Background: an optimization exercise with open tools, aiming at small area. Do not read the settings as production practice. Function was checked by simulation only, so behaviour that the tests miss may differ from the original.

===== config.mk =====
export PLATFORM = sky130hd
export DESIGN_NAME = fxd
export DESIGN_NICKNAME = fxd
export VERILOG_FILES = /design/flow/design.v
export SDC_FILE = /design/flow/constraint.sdc
export NUM_CORES = 4
export LEC_CHECK = 0
export ABC_AREA = 1
export CAP_MARGIN = 20
export CORE_MARGIN = 2
export CORE_UTILIZATION = 40
export SLEW_MARGIN = 20

===== constraint.sdc =====
create_clock -name core_clock -period 17.0 [get_ports {clk}]
set_input_delay 3.4000 -clock core_clock [delete_from_list [all_inputs] [get_ports {clk}]]
set_output_delay 3.4000 -clock core_clock [all_outputs]
set_load 0.01 [all_outputs]

===== design.v =====
module fxd #(
    parameter W  = 32,
    parameter K  = 6,
    parameter EW = 8
) (
    input  wire            clk,
    input  wire            rst,
    input  wire            cmd_valid,
    input  wire [W+6:0]    cmd_word,
    output wire            cmd_ready,
    output wire            busy,
    output wire            done,
    output wire [1:0]      result,
    output wire [7:0]      ocount,
    output wire [EW-1:0]   errcode,
    output wire [16+EW-1:0] status,
    output wire            out_valid,
    output wire [7:0]      out_byte,
    output wire [1:0]      out_seg,
    output wire            out_seg_last,
    output wire            out_end,
    input  wire            snk_ready,
    input  wire            snk_err,
    input  wire [EW-1:0]   snk_code
);
    localparam [2:0] IDLE = 3'd0, RESOLVE = 3'd1, INTDIG = 3'd2, FRACDIG = 3'd3,
                     EMIT_SIGN = 3'd4, EMIT_INT = 3'd5, EMIT_POINT = 3'd6,
                     EMIT_FRAC = 3'd7;
    reg [2:0]    phase;
    reg [31:0]   w;
    reg [5:0]    fb;
    reg          pol;
    reg [39:0]   stk;
    reg [2:0]    k;
    reg [4:0]    ocnt;      
    reg [1:0]    res;
    reg [EW-1:0] ecode;
    reg          done_q;
    wire [31:0] c_raw = cmd_word[31:0];
    wire [5:0]  c_f   = cmd_word[37:32];
    wire        c_neg = cmd_word[38] & c_raw[31];
    wire        c_legal = ~(c_f[5] & (|c_f[4:0]));
    reg  [31:0] c_mag;
    reg         c_any;
    integer n;
    always @(*) begin
        c_any = 1'b0;
        for (n = 0; n < 32; n = n + 1) begin
            c_mag[n] = c_raw[n] ^ (c_neg & c_any);
            c_any = c_any | c_raw[n];
        end
    end
    wire [4:0]  c_rot = c_f[4:0];
    reg  [31:0] c_w;
    always @(*) begin
        c_w = c_mag;
        if (c_rot[4]) c_w = {c_w[15:0], c_w[31:16]};
        if (c_rot[3]) c_w = {c_w[7:0], c_w[31:8]};
        if (c_rot[2]) c_w = {c_w[3:0], c_w[31:4]};
        if (c_rot[1]) c_w = {c_w[1:0], c_w[31:2]};
        if (c_rot[0]) c_w = {c_w[0], c_w[31:1]};
    end
    reg [31:0] lmask;
    integer m;
    always @(*) lmask = 32'hFFFFFFFF >> fb;
    wire [31:0] iv = w & lmask;
    reg [31:0] iq;
    reg [3:0]  ir;
    reg        dq;
    integer j;
    always @(*) begin
        ir = 4'd0;
        for (j = 31; j >= 0; j = j - 1) begin
            dq = ir[3] | (ir[2] & (ir[1] | ir[0]));
            iq[j] = dq;
            ir = {(ir[2] & ~ir[1] & ~ir[0]) | (ir[3] & ir[0]),
                  (ir[1] & (~ir[2] | ir[0])) | (ir[3] & ~ir[0]),
                  ir[0] ^ dq, iv[j]};
        end
    end
    wire        pre = (fb > 6'd28);
    wire [31:0] pmask = {25'd0, pre & (fb == 6'd29), pre & (fb < 6'd31), pre & (fb < 6'd32), {4{pre}}};
    reg [31:0] fp;
    reg [32:0] fc;       
    reg [31:0] fpp;      
    reg        ca;       
    reg        ta, tb;
    integer b;
    wire [31:0] wa = w & ~pmask;
    always @(*) begin
        fc = 33'd0;
        fpp = 32'd0;
        fp[0] = 1'b0;
        for (b = 1; b < 32; b = b + 1) begin
            ta = (b >= 3) ? w[b-3] : 1'b0;
            tb = w[b-1];
            fpp[b] = ta ^ tb;
            fp[b] = ta ^ tb ^ fc[b];
            fc[b+1] = (ta & tb) | (fc[b] & (ta ^ tb));
        end
        ca = 1'b0;
        for (b = 3; b < 10; b = b + 1)
            ca = (wa[b-3] & wa[b-1]) | (ca & (wa[b-3] ^ wa[b-1]));
    end
    wire        pg   = &fpp[31:10];
    wire        c32a = fc[32] & ~(pg & fc[10] & ~ca);
    wire [3:0]  fdig = {1'b0, w[31:29]} + {3'b000, w[31]} + {3'b000, c32a};
    wire [2:0] kn = k + 3'd1;
    reg fz;
    always @(*) begin
        case (kn)
            3'd1: fz = ~|w[30:0];
            3'd2: fz = ~|w[29:0];
            3'd3: fz = ~|w[28:0];
            3'd4: fz = ~|w[27:0];
            3'd5: fz = ~|w[26:0];
            default: fz = 1'b1;
        endcase
    end
    wire idle = (phase == IDLE);
    assign cmd_ready = idle;
    assign busy      = ~idle;
    assign done      = done_q;
    assign result    = res;
    assign ocount    = {3'b000, ocnt};
    assign errcode   = ecode;
    assign status    = {ecode, 3'b000, ocnt, 4'b0000, res, done_q, ~idle};
    assign out_valid = phase[2];
    assign out_seg   = phase[1:0];
    wire int_last    = (stk[7:4] == 4'hF);
    wire frac_last   = (k == 3'd1);
    assign out_seg_last = (phase == EMIT_INT) ? int_last :
                          (phase == EMIT_FRAC) ? frac_last : 1'b1;
    assign out_end   = (phase == EMIT_FRAC) & frac_last;
    wire [3:0] dig   = stk[3:0];
    assign out_byte  = (phase[0]) ? {4'h3, dig} : {4'h2, 2'b11, phase[1], ~phase[1]};
    always @(posedge clk) begin
        if (rst) begin
            phase  <= IDLE;
            ocnt   <= 5'd0;
            res    <= 2'd0;
            ecode  <= {EW{1'b0}};
            done_q <= 1'b0;
        end else begin
            done_q <= 1'b0;
            case (phase)
                IDLE: begin
                    w   <= c_w;
                    fb  <= c_f;
                    pol <= c_neg;
                    stk[3:0] <= 4'hF;
                    k   <= 3'd0;
                    if (cmd_valid) begin
                        ocnt  <= 5'd0;
                        ecode <= {EW{1'b0}};
                        if (c_legal) begin
                            res   <= 2'd0;
                            phase <= RESOLVE;
                        end else begin
                            res    <= 2'd2;
                            done_q <= 1'b1;
                        end
                    end
                end
                RESOLVE: phase <= INTDIG;
                INTDIG: begin
                    w   <= (w & ~lmask) | iq;
                    stk <= {stk[35:0], ir};
                    if (iq == 32'd0) phase <= FRACDIG;
                end
                FRACDIG: begin
                    k <= kn;
                    if (fz) phase <= pol ? EMIT_SIGN : EMIT_INT;
                end
                default: begin
                    if (snk_err) begin
                        res    <= 2'd3;
                        ecode  <= snk_code;
                        done_q <= 1'b1;
                        phase  <= IDLE;
                    end else if (snk_ready) begin
                        ocnt <= ocnt + 5'd1;
                        case (phase)
                            EMIT_SIGN: phase <= EMIT_INT;
                            EMIT_INT: begin
                                stk <= {4'hF, stk[39:4]};
                                if (int_last) phase <= EMIT_POINT;
                            end
                            EMIT_POINT: begin
                                stk[3:0] <= fdig;
                                w <= fp[31:0];
                                phase <= EMIT_FRAC;
                            end
                            default: begin
                                stk[3:0] <= fdig;
                                w <= fp[31:0];
                                k <= k - 3'd1;
                                if (frac_last) begin
                                    res    <= 2'd1;
                                    done_q <= 1'b1;
                                    phase  <= IDLE;
                                end
                            end
                        endcase
                    end
                end
            endcase
        end
    end
endmodule

===== flow/run.sh =====
#!/bin/bash
set -euo pipefail
here=$(pwd)
rm -rf "$here/scripts_alt"
cp -r "$FLOW_HOME/scripts" "$here/scripts_alt"
cp "$here/flow/abc_area.script" "$here/scripts_alt/abc_area.script"
export SCRIPTS_DIR="$here/scripts_alt"
export BUFFER_PORTS_ARGS="-buffer_cell sky130_fd_sc_hd__buf_1"
export CTS_ARGS="-sink_clustering_enable -repair_clock_nets -dont_use_dummy_load -sink_clustering_size 50 -sink_clustering_max_diameter 300"
export DONT_USE_CELLS="sky130_fd_sc_hd__buf_4 sky130_fd_sc_hd__buf_6 sky130_fd_sc_hd__buf_8 sky130_fd_sc_hd__buf_12 sky130_fd_sc_hd__buf_16"
bash standard.sh finish > "$here/standard.log" 2>&1

===== flow/abc_area.script =====
strash
&get -n
&deepsyn -T 60
&put
balance
rewrite
refactor
balance
rewrite
rewrite -z
balance
refactor -z
rewrite -z
balance
dch -f
amap
topo
stime -c
buffer -c
upsize -c
dnsize -c

===== standard.sh =====
#!/bin/bash
# synth_recipe.tcl (not shown) runs the flow's synth.tcl, then flattens the netlist and writes it again
# the make line also repeats each setting of config.mk as NAME=value (left out here)
make -C /OpenROAD-flow-scripts/flow DESIGN_CONFIG=/design/flow/config.mk WORK_HOME=/design/flow/orfs CLKGATE_MAP_FILE= SYNTH_SCRIPT=/design/flow/synth_recipe.tcl "${@:-finish}"

==> metrics list, run 1 <==
- Result of the run: finished clean
- HP Class: flop to flop
- Antenna violations before repair: 0
- On the worst path, the slowest cell contributes a delay of 0.53 ns.
- Least-Margin Pin Slew: 0.981 ns
- Of the available clock period, the critical path in the final layout requires 0.876.
* Clock Tree Root: clkbuf_16
- Category of the critical setup timing path: flop to flop
- Of the synthesized area, sequential elements account for 0.286.
- After detailed routing, the total wire length is 31500 µm.
* Required time of the critical path: 17.26 ns
- OpenSTA, run right after detailed placement, puts the worst setup slack at 2.27 ns.
* CP arrival: 15.16 ns
- In this run the critical register-to-register path is launched from fb[5]$_DFFE_PP_.
- Final-report max-slew violation count: 0
- Post-DR wirelength/cell: 19.5 µm
- Counting stages on the worst path, the most repeated cell is nor2_1.
* Leading post-synthesis cells by cell area: edfxtp_1 25%, nor2_1 8.8%, fa_1 5.8%
- Headroom to the max-slew limit came out at 0.329.
- Final setup skew: 0.0234 ns
- Entering global routing, the biggest net connects 49 pins.
- The number of gates resized after CTS was 0.
- In this run the remaining antenna-violating nets after routing total 0.
- For this run, the detailed router's first-pass iteration total came to 5.
* Endpoint kind of the worst setup timing path: flop
- Of all flip-flops after synthesis, the portion carrying an async set or reset was 0.
- In this run the deepest clock path goes through 2 buffers.
- After routing, the total negative slack on setup checks comes to 0 ns.
* Synth warn: 1
- Final hold violations: 0
* Post-CTS Repair Setup Buffers: 0
* Maximum clock frequency: 67.1 MHz
- Ratio of routed vias to standard cells: 5.89
- The largest individual stage delay along the critical path comes from the cell edfxtp_1.
- The first global-routing pass estimated 48900 µm of wire.
- Across all layers, the routed design uses 9528 vias.
- After routing the design area is 10700 µm².
- Rows: 57
- Vias in the first global route: 8838
* Cell taking the most area after synthesis: edfxtp_1
- Max H-tree Level: 3
- Pin placement for this block handled 110 I/O pins.
- Worst Setup Start Kind: flop
- Most instantiated library cell after synthesis: nor2_1
- In this run the worst path has a maximum fanout of 9.
- After global routing the overflow that remains totals 0.
- Max-cap violations in this run came to 0.
- At the later pin of the worst-skew pair, clock insertion delay measures 0.35 ns.
* Number of flops mapped to enable cells by yosys: 82
* Antenna cells: 0
* Placeable core region: 24400 µm²
- The die covers 26100 µm².
- Setup repair after global routing missed its margin: no
- CTS Hold Buffers Added: 0
* Cell area reported after detailed placement: 10400 µm²
* Iteration-0 DRC count of the detailed router: 798
- In the post-route analysis, the smallest setup slack over all paths is 2.11 ns.
- Number of CTS-inserted buffers: 9
- Die outline width: 162 µm
- Counting every sink on the clock net gives 101.
* Post-synthesis area per instance: 7.98 µm²
- After legalization and detailed placement, the total HPWL measured 24400 µm.
* Synthesized instance count: 1246
- In the final layout, the share of cells above drive strength 1 is 0.0981.
- DIE HEIGHT: 162 µm
* Initial Utilization: 0.408
- Clock transition at the registers of the reported paths: 0.07 ns
- In this run the cell area of the synthesized design comes to 9940 µm².
- Remaining design rule violation count: 0
- In this run the most critical hold path is launched from ocnt[4]$_SDFFE_PP0P_.
- The worst path needs 14.89 ns of the cycle, external delays included.
- Weighted congestion at the end of routability-driven global placement: 0.945
- Cell types with the highest counts after synthesis: 233 x nor2_1, 102 x a21oi_1, 89 x inv_1, 82 x edfxtp_1, 81 x nand2_1
- During placement, the flow inserted port buffers numbering 96.
- Of the post-synthesis cell area, the dominant cell type holds 0.248.
- Layout overhead on the synthesized area: 7.35%
- TritonCTS built the clock tree.
* All-Layer GR Usage: 0.237
- Yosys mapped the design onto 84 distinct sky130hd cell types.
* Final setup violation count: 0
- The critical path starts at fb[5]$_DFFE_PP_.
- Number of nets in the layout: 1415
- Among all flip-flop cells after synthesis, the most frequent one is edfxtp_1.
- Number of synthesized register bits: 101
## final timing paths
check	to	cells past startpoint	slack, ns
hold / removal	ocnt[4]$_SDFFE_PP0P_	1	0.53
setup reg to reg	phase[0]$_SDFFE_PP0P_	97	2.11
setup / recovery	phase[0]$_SDFFE_PP0P_	97	2.11
hold reg to reg	ocnt[4]$_SDFFE_PP0P_	1	0.53
## metal layers
layer / global-route usage / wire [µm] / vias up / share of wire
met3: 0.0243 / 1550 / 51 / 0.049
met5: 0 / 0 / - / 0
met1: 0.327 / 14500 / 4515 / 0.46
met2: 0.388 / 14500 / 317 / 0.46
li1: - / - / 4645 / -
met4: 0.0845 / 988 / 0 / 0.031
## critical path, delay by kind of cell, from the launching register on
kind                   cells  cell delay (ns)
DFF                        1             0.53
buffers and inverters     11             0.86
and+or+nand+nor           43             5.77
AOI/OAI and AO/OA         43             7.65
## cell usage in the layout (no fill, tap or decap), drive strengths merged, types with 4 or more instances in the layout
cell,Yosys,final
dfxtp,19,19
buf,35,107
nand4,8,8
fa,29,29
nor3,24,24
o31ai,9,9
clkbuf,43,9
a21oi,114,114
inv,109,110
o221ai,23,23
o32ai,5,5
a31oi,15,15
or3,10,10
and2b,5,5
ha,37,37
o22ai,83,83
or4,6,6
nor2b,4,4
nor2,250,250
edfxtp,82,82
o21a,13,13
a311oi,6,6
or2,10,10
o22a,56,56
nand2,84,84
nand3,11,11
a21o,5,5
nor4,11,11
a2111oi,6,6
a211oi,10,10
conb,2,13
a32o,8,8
o21ai,77,77
## per-stage QoR
stage / util / cells / hold WS (ns)
after floorplan: - / 1257 / 0.509
after global placement: 0.427 / 1609 / 0.502
after detailed placement: 0.427 / 1609 / 0.520
after CTS: 0.436 / 1618 / 0.531
after global routing: 0.438 / 1619 / 0.551
final: 0.438 / 1619 / 0.527
## flip-flops by register name, indices dropped and copies added (netlist names)
name and count:
stk 40, w 32, ecode 8, fb 6
ocnt 5, k 3, phase 3, res 2
done_q 1, pol 1
## cell families (layout without fill, tap and decap cells)
kind of cell             Yosys count  count (layout)  share of synthesized area
AO/OA/AOI/OAI                    452             452                      0.320
AND/OR/NAND/NOR                  433             433                      0.201
buffers and inverters            192             230                     0.0877
flip-flops                       101             101                      0.286
adder cells (fa/ha/maj)           66              66                      0.105
other                              2              13                   0.000755
## cell type report
class / count / area (µm²)
inverter: 114 / 450
timing repair buffer: 107 / 463
sequential: 101 / 2840
multi-input combinational: 964 / 6290
clock buffer: 9 / 225
tap: 324 / 405
fill: 2467 / 13700
==> run 2, diff against run 1 <==
--- a/design.v
+++ b/design.v
@@ -65,19 +65,21 @@
     always @(*) lmask = 32'hFFFFFFFF >> fb;
     wire [31:0] iv = w & lmask;
     reg [31:0] iq;
-    reg [3:0]  ir;
-    reg        dq;
+    reg [2:0]  dv;
+    reg        db;
     integer j;
     always @(*) begin
-        ir = 4'd0;
-        for (j = 31; j >= 0; j = j - 1) begin
-            dq = ir[3] | (ir[2] & (ir[1] | ir[0]));
-            iq[j] = dq;
-            ir = {(ir[2] & ~ir[1] & ~ir[0]) | (ir[3] & ir[0]),
-                  (ir[1] & (~ir[2] | ir[0])) | (ir[3] & ~ir[0]),
-                  ir[0] ^ dq, iv[j]};
-        end
-    end
+        dv = 3'b000;
+        iq[31] = 1'b0;
+        for (j = 30; j >= 0; j = j - 1) begin
+            db = iv[j+1];
+            iq[j] = (db | dv[0]) & (dv[1] | dv[2]);
+            dv = {(~db & ~dv[0] & dv[1]) | (db & dv[2]),
+                  dv[0] & (db ? ~dv[2] : ~dv[1]),
+                  (db ^ dv[1]) | dv[2]};
+        end
+    end
+    wire [3:0] ir = {dv[2], dv[1], dv[0] & ~dv[2], iv[0]};
     wire        pre = (fb > 6'd28);
     wire [31:0] pmask = {25'd0, pre & (fb == 6'd29), pre & (fb < 6'd31), pre & (fb < 6'd32), {4{pre}}};
     reg [31:0] fp;
==> flow/run.sh (replaced) <==
#!/bin/bash
set -euo pipefail
here=$(pwd)
rm -rf "$here/scripts_alt"
cp -r "$FLOW_HOME/scripts" "$here/scripts_alt"
cp "$here/flow/abc_area.script" "$here/scripts_alt/abc_area.script"
export SCRIPTS_DIR="$here/scripts_alt"
export BUFFER_PORTS_ARGS="-buffer_cell sky130_fd_sc_hd__buf_1"
export CTS_ARGS="-sink_clustering_enable -repair_clock_nets -dont_use_dummy_load -sink_clustering_size 50 -sink_clustering_max_diameter 300"
bash standard.sh finish > "$here/standard.log" 2>&1
==> run 2 against run 1 <==
Net effect:
- still clean on timing, DRC and antenna
- clock skew shrank 0.0088 ns
- non-clock buffer count shrank 1
- critical path depth shrank 60
- largest cell class unchanged
==> metrics list, run 2 <==
- The total inserted antenna cells came to 0 (unchanged).
- The setup total negative slack is 0 ns (unchanged).
- TritonCTS built the clock tree.
* Cell types with the highest counts after synthesis: 224 x nor2_1, 106 x inv_1, 99 x a21oi_1, 82 x edfxtp_1, 78 x o22ai_1
- The worst setup path is launched from a flop.
- The initial DRC count was 966 (+21%).
* Congestion Overflow GR: 0 (unchanged)
- Rows: 57 (unchanged)
* Max Fanout on Critical Path: 6 (-3)
- Share of final-layout standard cells stronger than drive strength 1: 0.0924 (-0.00568)
- Minimum clock period after layout: 13.10 ns (-1.79 ns)
* Register containing the most flip-flops in the final layout: stk
- The number of gates resized after CTS is 0 (unchanged).
- The number of clock sinks seen by CTS was 101 (unchanged).
- The worst setup margin is 3.90 ns (+1.79 ns).
- Final-report max-slew violation count: 0 (unchanged)
- Post-synth ARST share: 0 (unchanged)
* Maximum clock frequency: 76.3 MHz (+14%)
* Total of buffers placed on input and output ports: 96 (unchanged)
- The final period utilization came to 0.771 (-0.106).
* Depth of the worst register-to-register path: 37 (-62%)
* Ys flop type: edfxtp_1
- Worst Hold Path EP: res[1]$_SDFFE_PP0P_
- nor2_1 is the most common cell in the netlist.
- Maximum number of buffers from clock root to sink: 2 (unchanged)
* Number of distinct standard cells referenced by the synthesized netlist: 79 (-6.0%)
- The via count of the first global-routing pass came to 8615 (-2.5%).
- Total of fill cells in the finished design: 2495 (+1.1%)
- All-Layer GR Usage: 0.225 (-0.0115)
- STA classifies the critical path endpoint as a flop.
- Maximum number of pins on one net before global-route repair: 47 (-4.1%)
- The normalized max-slew margin came to 0.290 (-0.0392).
- The total of endpoints with negative setup slack in the final report came to 0 (unchanged).
- Post-DR wirelength/cell: 18.6 µm (-4.7%)
- # IOs: 110 (unchanged)
- The final estimated routing congestion in global placement came to 0.934 (-1.1%).
- On the critical path, the stage with the largest delay is an instance of edfxtp_1.
- Number of synthesized register bits: 101 (unchanged)
- The overall die area was 26000 µm² (-0.66%).
* Seq/Total Area, Yosys: 0.288 (+0.00196)
* Area used by multi-input combinational logic: 6190 µm² (-1.5%)
- The height of the chip was 161 µm (-0.33%).
* Cell taking the most area after synthesis: edfxtp_1
- The arrival time at the worst endpoint is 13.19 ns (-1.97 ns).
* Die outline width: 161 µm (-0.33%)
- The core region area came to 24200 µm² (-0.58%).
- The cell count of the worst hold path is 2 (+1).
* Setup repair after global routing missed its margin: no
* Required time of the critical path: 17.09 ns (-0.17 ns)
- Global-route wire length before repair: 46700 µm (-4.6%)
- The library cells used most frequently in the layout, excluding fill and tap cells, are 221 x nor2_1, 105 x inv_1, 99 x a21oi_1, 96 x buf_1, 82 x edfxtp_1.
* Most common library cell in the layout ignoring fill and taps: nor2_1
- Insertion delay to the later sink of the worst-skew pair: 0.36 ns (about the same)
* Layout overhead on the synthesized area: 7.16%
- The number of flip-flops under the largest register name came to 40 (unchanged).
- Initial Utilization: 0.407 (about the same)
- Synth warn: 1 (unchanged)
- In this design, the critical path's most frequently occurring cell is fa_1.
- Area of all sequential standard cells: 2840 µm² (unchanged)
- In this run the critical register-to-register path is captured at stk[1]$_DFFE_PP_.
* Final setup skew: 0.0146 ns (-0.00880 ns)
* Count of TritonRoute iterations in the first routing pass: 9 (+4)
- Hold Crit Start: res[1]$_SDFFE_PP0P_
- Leading post-synthesis cells by cell area: edfxtp_1 25%, nor2_1 8.5%, fa_1 5.9%
- Max-cap violation count: 0 (unchanged)
* Leading registers by flop count: stk x40, w x32, ecode x8
- CP peak stage delay: 0.51 ns (-0.02 ns)
* Number of nets in the layout: 1409 (-0.42%)
- Origin of the critical flop-to-flop path: w[2]$_DFFE_PP_
- Hpwl dp: 23200 µm (-5.0%)
- The aggregate routed wire length came to 29900 µm (-5.1%).
- Ratio of routed vias to standard cells: 5.82 (-1.1%)
- Combined area of all synthesized cells: 9870 µm² (-0.68%)
* Remaining design rule violation count: 0 (unchanged)
* Post-synthesis area per instance: 7.95 µm² (-0.36%)
- The tightest min-delay check is of the flop to flop type.
* Register-to-register path setup slack: 3.90 ns (+1.79 ns)
- Max H-tree Level: 3 (unchanged)
- Result of the run: finished clean
- Clock tree synthesis selected as its root buffer the cell clkbuf_16.
- Vias after detailed routing: 9380 (-1.6%)
- Placement-stage worst setup slack: 4.06 ns (+1.79 ns)
- Synthesized instance count: 1242 (-0.32%)
- The number of antenna violations at the first check in global routing was 0 (unchanged).
* Post-CTS Repair Setup Buffers: 0 (unchanged)
- Least-Margin Pin Slew: 1.06 ns (+0.0803 ns)
- Number of CTS-inserted buffers: 9 (unchanged)
* Clock transition at the registers of the reported paths: 0.07 ns (about the same)
* Residual antenna-violating net count after detailed routing: 0 (unchanged)
- CTS Hold Buffers Added: 0 (unchanged)
- The count of endpoints failing hold in the final timing report was 0 (unchanged).
* Proportion of netlist area held by the largest area contributor: 0.249 (+0.00169)
- The number of enable flip-flop cells after synthesis was 82 (unchanged).
- Category of the critical setup timing path: flop to flop
-- run 2: critical path, delay by kind of cell, from the launching register on --
family | cells | cell delay (ns)
AO/OA/AOI/OAI | 2 | 0.48
flip-flops | 1 | 0.51
adder cells (fa/ha/maj) | 31 | 11.61
AND/OR/NAND/NOR | 1 | 0.08
buffers and inverters | 3 | 0.16
-- run 2: stage by stage --
| step | instance area (µm²) | util | std cells | hold slack [ns] |
|---|---|---|---|---|
| 6_report | 10600 | 0.436 | 1612 | 0.483 |
| 5_1_grt | 10600 | 0.436 | 1612 | 0.540 |
| 4_1_cts | 10600 | 0.436 | 1612 | 0.489 |
| 3_5_place_dp | 10400 | 0.427 | 1603 | 0.481 |
| 3_3_place_gp | 10400 | 0.427 | 1603 | 0.469 |
| 2_1_floorplan | 9920 | - | 1253 | 0.492 |
-- run 2: layout make-up --
class | count | area share
Multi-Input combinational cell | 944 | 0.585
Clock buffer | 9 | 0.0213
Tap cell | 324 | 0.0383
Inverter | 128 | 0.0454
Sequential cell | 101 | 0.269
Timing Repair Buffer | 106 | 0.0411
-- run 2: metal layers --
layer  up-vias  wire [µm]  track usage  part of all wire
met4         0        686       0.0649             0.023
met5         -          0            0                 0
met3        49       1810       0.0352             0.060
met2       316      13500        0.357              0.45
met1      4415      14000        0.319              0.47
li1       4600          -            -                 -
-- run 2: how the worst max path moves through the flow --
| stage | endpoint | startpoint | cells after the start |
|---|---|---|---|
| floorplan | stk[1]$_DFFE_PP_ | w[2]$_DFFE_PP_ | 37 |
| global placement | stk[1]$_DFFE_PP_ | w[2]$_DFFE_PP_ | 37 |
| detailed placement | stk[1]$_DFFE_PP_ | w[2]$_DFFE_PP_ | 37 |
| CTS | stk[1]$_DFFE_PP_ | w[2]$_DFFE_PP_ | 37 |
| global route | w[1]$_DFFE_PP_ | fb[5]$_DFFE_PP_ | 83 |
| finish | stk[1]$_DFFE_PP_ | w[2]$_DFFE_PP_ | 37 |
-- run 2: kinds of logic after synthesis --
group / after synthesis / synth area share
AOI/OAI and AO/OA: 438 / 0.312
and+or+nand+nor: 426 / 0.201
buffers and inverters: 208 / 0.0910
DFF: 101 / 0.288
adders and majority gates: 67 / 0.107
other: 2 / 0.000761

[separate check: timing with driven ports]
No port has a modelled driver above. Below, the same layouts with a new extraction and two added sets of constraints. Step 1, drivers: a clkbuf_16 drives clk and a buf_2 each remaining input, both assumed. Step 2, shift: input delay + t, output delay - t, t = (earliest + latest rising clock arrival at the registers) / 2. This alone moves slack from input paths to output paths. a / b / c = ideal ports / drivers / drivers and shift; a / b = the first two.
run	t (ns)	setup slack, ns	worst register clock-pin slew, ns
run 1	0.391	2.106 / 2.106 / 2.106	0.08 / 0.08
run 2	0.398	3.899 / 3.899 / 3.899	0.08 / 0.08
After both steps every run listed still meets setup and hold.
